Context: an optimization exercise on an open-source flow, tuned for small area, a short achievable clock period and few clock cycles per item. The choices shown serve that exercise and are no tape-out recipe.
No activity file was given, so power comes from the tool's default toggle rates.

Design dict_decoder, start of the top module:
module dict_decoder (
    input  wire        clk,
    input  wire        rst,
    input  wire        dict_we,
    input  wire [3:0]  dict_waddr,
    input  wire [31:0] dict_wdata,
    input  wire [4:0]  dict_size,
    input  wire        start,
    input  wire        in_valid,
    output wire        in_ready,
    input  wire [31:0] in_data,
    input  wire        in_last,
    output reg         out_valid,
    output reg  [31:0] out_data,
    output reg         done,
    output reg  [2:0]  fault_code
);
    localparam [2:0] TAG_LIT = 3'd0, TAG_RLE = 3'd1, TAG_DIR = 3'd2, TAG_BMD = 3'd3,
                     TAG_FM1 = 3'd4, TAG_FM2 = 3'd5, TAG_FM4 = 3'd6, TAG_PMM = 3'd7;
    localparam [2:0] F_NONE = 3'd0, F_OUT_OF_RANGE = 3'd2, F_STREAM = 3'd4,
                     F_BAD_FIELD = 3'd5, F_NO_PRIOR = 3'd6;
    reg [31:0] dict [0:15];
    always @(posedge clk)
        if (dict_we)
            dict[dict_waddr] <= dict_wdata;
    reg        run;         
    reg [66:0] buf_q;       
    reg [6:0]  fill;        
    reg [31:0] row_q;       
    reg        row_v;
    reg        eoi;         
    reg        has_line;
    reg [2:0]  rep;         
    reg [4:0]  ds_q;        
    reg        rdy_q;       
    wire [2:0] tag = buf_q[66:64];
    reg [6:0] need;
    always @(*) begin
        case (tag)
        TAG_LIT: need = 7'd35;
        TAG_RLE: need = 7'd6;
        TAG_DIR: need = 7'd7;
        TAG_BMD: need = 7'd16;
        TAG_PMM: need = 7'd17;
        default: need = 7'd12;   
        endcase
    end
    wire [31:0] f_lit   = buf_q[63:32];
    wire [2:0]  f_count = buf_q[63:61];
    wire [3:0]  f_dir_j = buf_q[63:60];
    wire [4:0]  f_s     = buf_q[63:59];          
    wire [3:0]  f_mask  = buf_q[58:55];          
    wire [3:0]  f_bmd_j = buf_q[54:51];
    wire [3:0]  f_fm_j  = buf_q[58:55];
    wire [4:0]  f_p2    = buf_q[58:54];          
    wire [3:0]  f_pmm_j = buf_q[53:50];
    reg  [3:0]  j;
    always @(*) begin
        case (tag)
        TAG_DIR: j = f_dir_j;
        TAG_BMD: j = f_bmd_j;
        TAG_PMM: j = f_pmm_j;
        default: j = f_fm_j;
        endcase
    end
    wire [31:0] entry = dict[j];
    reg  [3:0]  pat;
    always @(*) begin
        case (tag)
  ...
==> flow/config.mk <==
export PLATFORM = sky130hd
export DESIGN_NAME = dict_decoder
export DESIGN_NICKNAME = dict_decoder
export VERILOG_FILES = /design/flow/design.v
export SDC_FILE = /design/flow/constraint.sdc
export NUM_CORES = 4
export LEC_CHECK = 0
export CAP_MARGIN = 20
export CORE_MARGIN = 2
export CORE_UTILIZATION = 40
export SLEW_MARGIN = 20
==> flow/constraint.sdc <==
create_clock -name core_clock -period 12.0 [get_ports {clk}]
set_input_delay 2.4000 -clock core_clock [delete_from_list [all_inputs] [get_ports {clk}]]
set_output_delay 2.4000 -clock core_clock [all_outputs]
set_load 0.01 [all_outputs]
standard.sh (not shown) runs the stock make flow with config.mk's settings and CLKGATE_MAP_FILE= SYNTH_SCRIPT=/design/flow/synth_recipe.tcl, a recipe that flattens the netlist after the stock synthesis.
==> flow/flow/run.sh <==
#!/bin/bash
set -euo pipefail
bash standard.sh SETUP_SLACK_MARGIN=8.5 finish > standard.log 2>&1
Change:
--- a/flow/design.v
+++ b/flow/design.v
@@ -87,23 +87,35 @@
         case (tag)
         TAG_RLE: if (!has_line) fault = F_NO_PRIOR;
         TAG_BMD: if (f_s > 5'd28) fault = F_BAD_FIELD;
         TAG_FM2: if (f_s > 5'd30) fault = F_BAD_FIELD;
         TAG_FM4: if (f_s > 5'd28) fault = F_BAD_FIELD;
         default: ;
         endcase
         if (fault == F_NONE && tag != TAG_LIT && tag != TAG_RLE && {1'b0, j} >= ds_q)
             fault = F_OUT_OF_RANGE;
     end
     wire hold = (rep != 3'd0);
-    wire ge   = (fill >= need);
+    reg  [6:0] lf35, lf6, lf7, lf16, lf17, lf12;
+    reg  [6:0] left_a;
+    always @(*) begin
+        case (tag)
+        TAG_LIT: left_a = lf35;
+        TAG_RLE: left_a = lf6;
+        TAG_DIR: left_a = lf7;
+        TAG_BMD: left_a = lf16;
+        TAG_PMM: left_a = lf17;
+        default: left_a = lf12;
+        endcase
+    end
+    wire ge   = !left_a[6];                           
     wire adv  = run && ge && !hold;                  
     wire fin  = run && !ge && !hold && eoi && !row_v;   
     reg [2:0] tag2;
     always @(*) begin
         case (tag)
         TAG_LIT: tag2 = buf_q[31:29];
         TAG_RLE: tag2 = buf_q[60:58];
         TAG_DIR: tag2 = buf_q[59:57];
         TAG_BMD: tag2 = buf_q[50:48];
         TAG_PMM: tag2 = buf_q[49:47];
         default: tag2 = buf_q[54:52];
@@ -112,72 +124,66 @@
     reg [6:0] need2;
     always @(*) begin
         case (tag2)
         TAG_LIT: need2 = 7'd35;
         TAG_RLE: need2 = 7'd6;
         TAG_DIR: need2 = 7'd7;
         TAG_BMD: need2 = 7'd16;
         TAG_PMM: need2 = 7'd17;
         default: need2 = 7'd12;
         endcase
     end
-    wire [6:0] left_lit = fill - 7'd35;
-    wire [6:0] left_rle = fill - 7'd6;
-    wire [6:0] left_dir = fill - 7'd7;
-    wire [6:0] left_bmd = fill - 7'd16;
-    wire [6:0] left_pmm = fill - 7'd17;
-    wire [6:0] left_fm  = fill - 7'd12;
-    reg  [6:0] left;
-    always @(*) begin
-        if (!adv)
-            left = fill;
-        else case (tag)
-            TAG_LIT: left = left_lit;
-            TAG_RLE: left = left_rle;
-            TAG_DIR: left = left_dir;
-            TAG_BMD: left = left_bmd;
-            TAG_PMM: left = left_pmm;
-            default: left = left_fm;
-        endcase
-    end
+    wire [6:0] left = adv ? left_a : fill;
     wire app  = row_v && (left <= 7'd35);
     assign in_ready = rdy_q;
     wire take = in_valid && rdy_q;
     reg  [66:0] buf_s;
     always @(*) begin
         if (!adv)
             buf_s = buf_q;
         else case (tag)
             TAG_LIT: buf_s = buf_q << 35;
             TAG_RLE: buf_s = buf_q << 6;
             TAG_DIR: buf_s = buf_q << 7;
             TAG_BMD: buf_s = buf_q << 16;
             TAG_PMM: buf_s = buf_q << 17;
             default: buf_s = buf_q << 12;
         endcase
     end
     wire [66:0] buf_n = buf_s | (app ? ({row_q, 35'd0} >> left) : 67'd0);
     wire [6:0] fill_n = left + (app ? 7'd32 : 7'd0);
     always @(posedge clk) begin
         if (run) begin
             buf_q <= buf_n;
             fill  <= fill_n;
+            lf35  <= fill_n - 7'd35;
+            lf6   <= fill_n - 7'd6;
+            lf7   <= fill_n - 7'd7;
+            lf16  <= fill_n - 7'd16;
+            lf17  <= fill_n - 7'd17;
+            lf12  <= fill_n - 7'd12;
             eoi   <= take ? in_last : eoi;
             row_v <= row_v_n;
         end else begin
             buf_q <= {in_valid ? in_data : 32'd0, 35'd0};
             fill  <= in_valid ? 7'd32 : 7'd0;
+            lf35  <= in_valid ? 7'd32 - 7'd35 : 7'd0 - 7'd35;
+            lf6   <= in_valid ? 7'd32 - 7'd6  : 7'd0 - 7'd6;
+            lf7   <= in_valid ? 7'd32 - 7'd7  : 7'd0 - 7'd7;
+            lf16  <= in_valid ? 7'd32 - 7'd16 : 7'd0 - 7'd16;
+            lf17  <= in_valid ? 7'd32 - 7'd17 : 7'd0 - 7'd17;
+            lf12  <= in_valid ? 7'd32 - 7'd12 : 7'd0 - 7'd12;
             eoi   <= in_valid && in_last;
             row_v <= row_v_n;
         end
-        if (run && take)
+        if (rdy_q)
             row_q <= in_data;
     end
     wire fault_stop = adv && fault != F_NONE;
     wire last_stop  = adv && !(tag == TAG_RLE && f_count != 3'd0) &&
                       eoi && !row_v && left < need2;
     wire stop       = fault_stop || last_stop || fin;
     reg  [2:0] stop_code;
     always @(*) begin
         if (fault_stop)
             stop_code = fault;
         else if (last_stop)
What happened: The changed run went through all stages and came out clean; clock skew decreases by 0.0078 ns; wire length increases by a little under a tenth; worst hold slack loses 0.016 ns; global-route usage rises by 0.75 points; flip-flop and latch count grows by 32; power drops by about a fifth; sequential power fell slightly; final cell count grows by a few percent; sequential share of layout area decreases by 1.4 points; critical path depth increases by 3.
No functional check of the RTL was part of any run of this note.

-- port drivers added, routing unchanged --
The results above use ideal ports. As a check the final layouts listed here were re-extracted and re-timed, cells and wires unchanged.
Step 1: set_driving_cell puts a clkbuf_16 on clk and a buf_2 on each other input, an assumption about the parent block.
Step 2, shift: input delay + t, output delay - t, t = (earliest + latest rising clock arrival at the registers) / 2. This alone moves slack from input paths to output paths.
a / b / c = ideal ports / drivers / drivers and shift; a / b = the first two.
run	t (ns)	setup slack, ns	worst hold slack (ns)	latest minus earliest clock arrival (ns)
the first run	0.701	7.949 / 7.949 / 7.865	0.465 / 0.465 / 0.465	0.050 / 0.051
the second run	0.718	8.069 / 8.069 / 7.869	0.450 / 0.450 / 0.450	0.042 / 0.043
After both steps setup and hold are still met in every run listed. The setup slack of the second run, which loses most, moves by 0.000 ns with the drivers and by -0.200 ns with both steps.
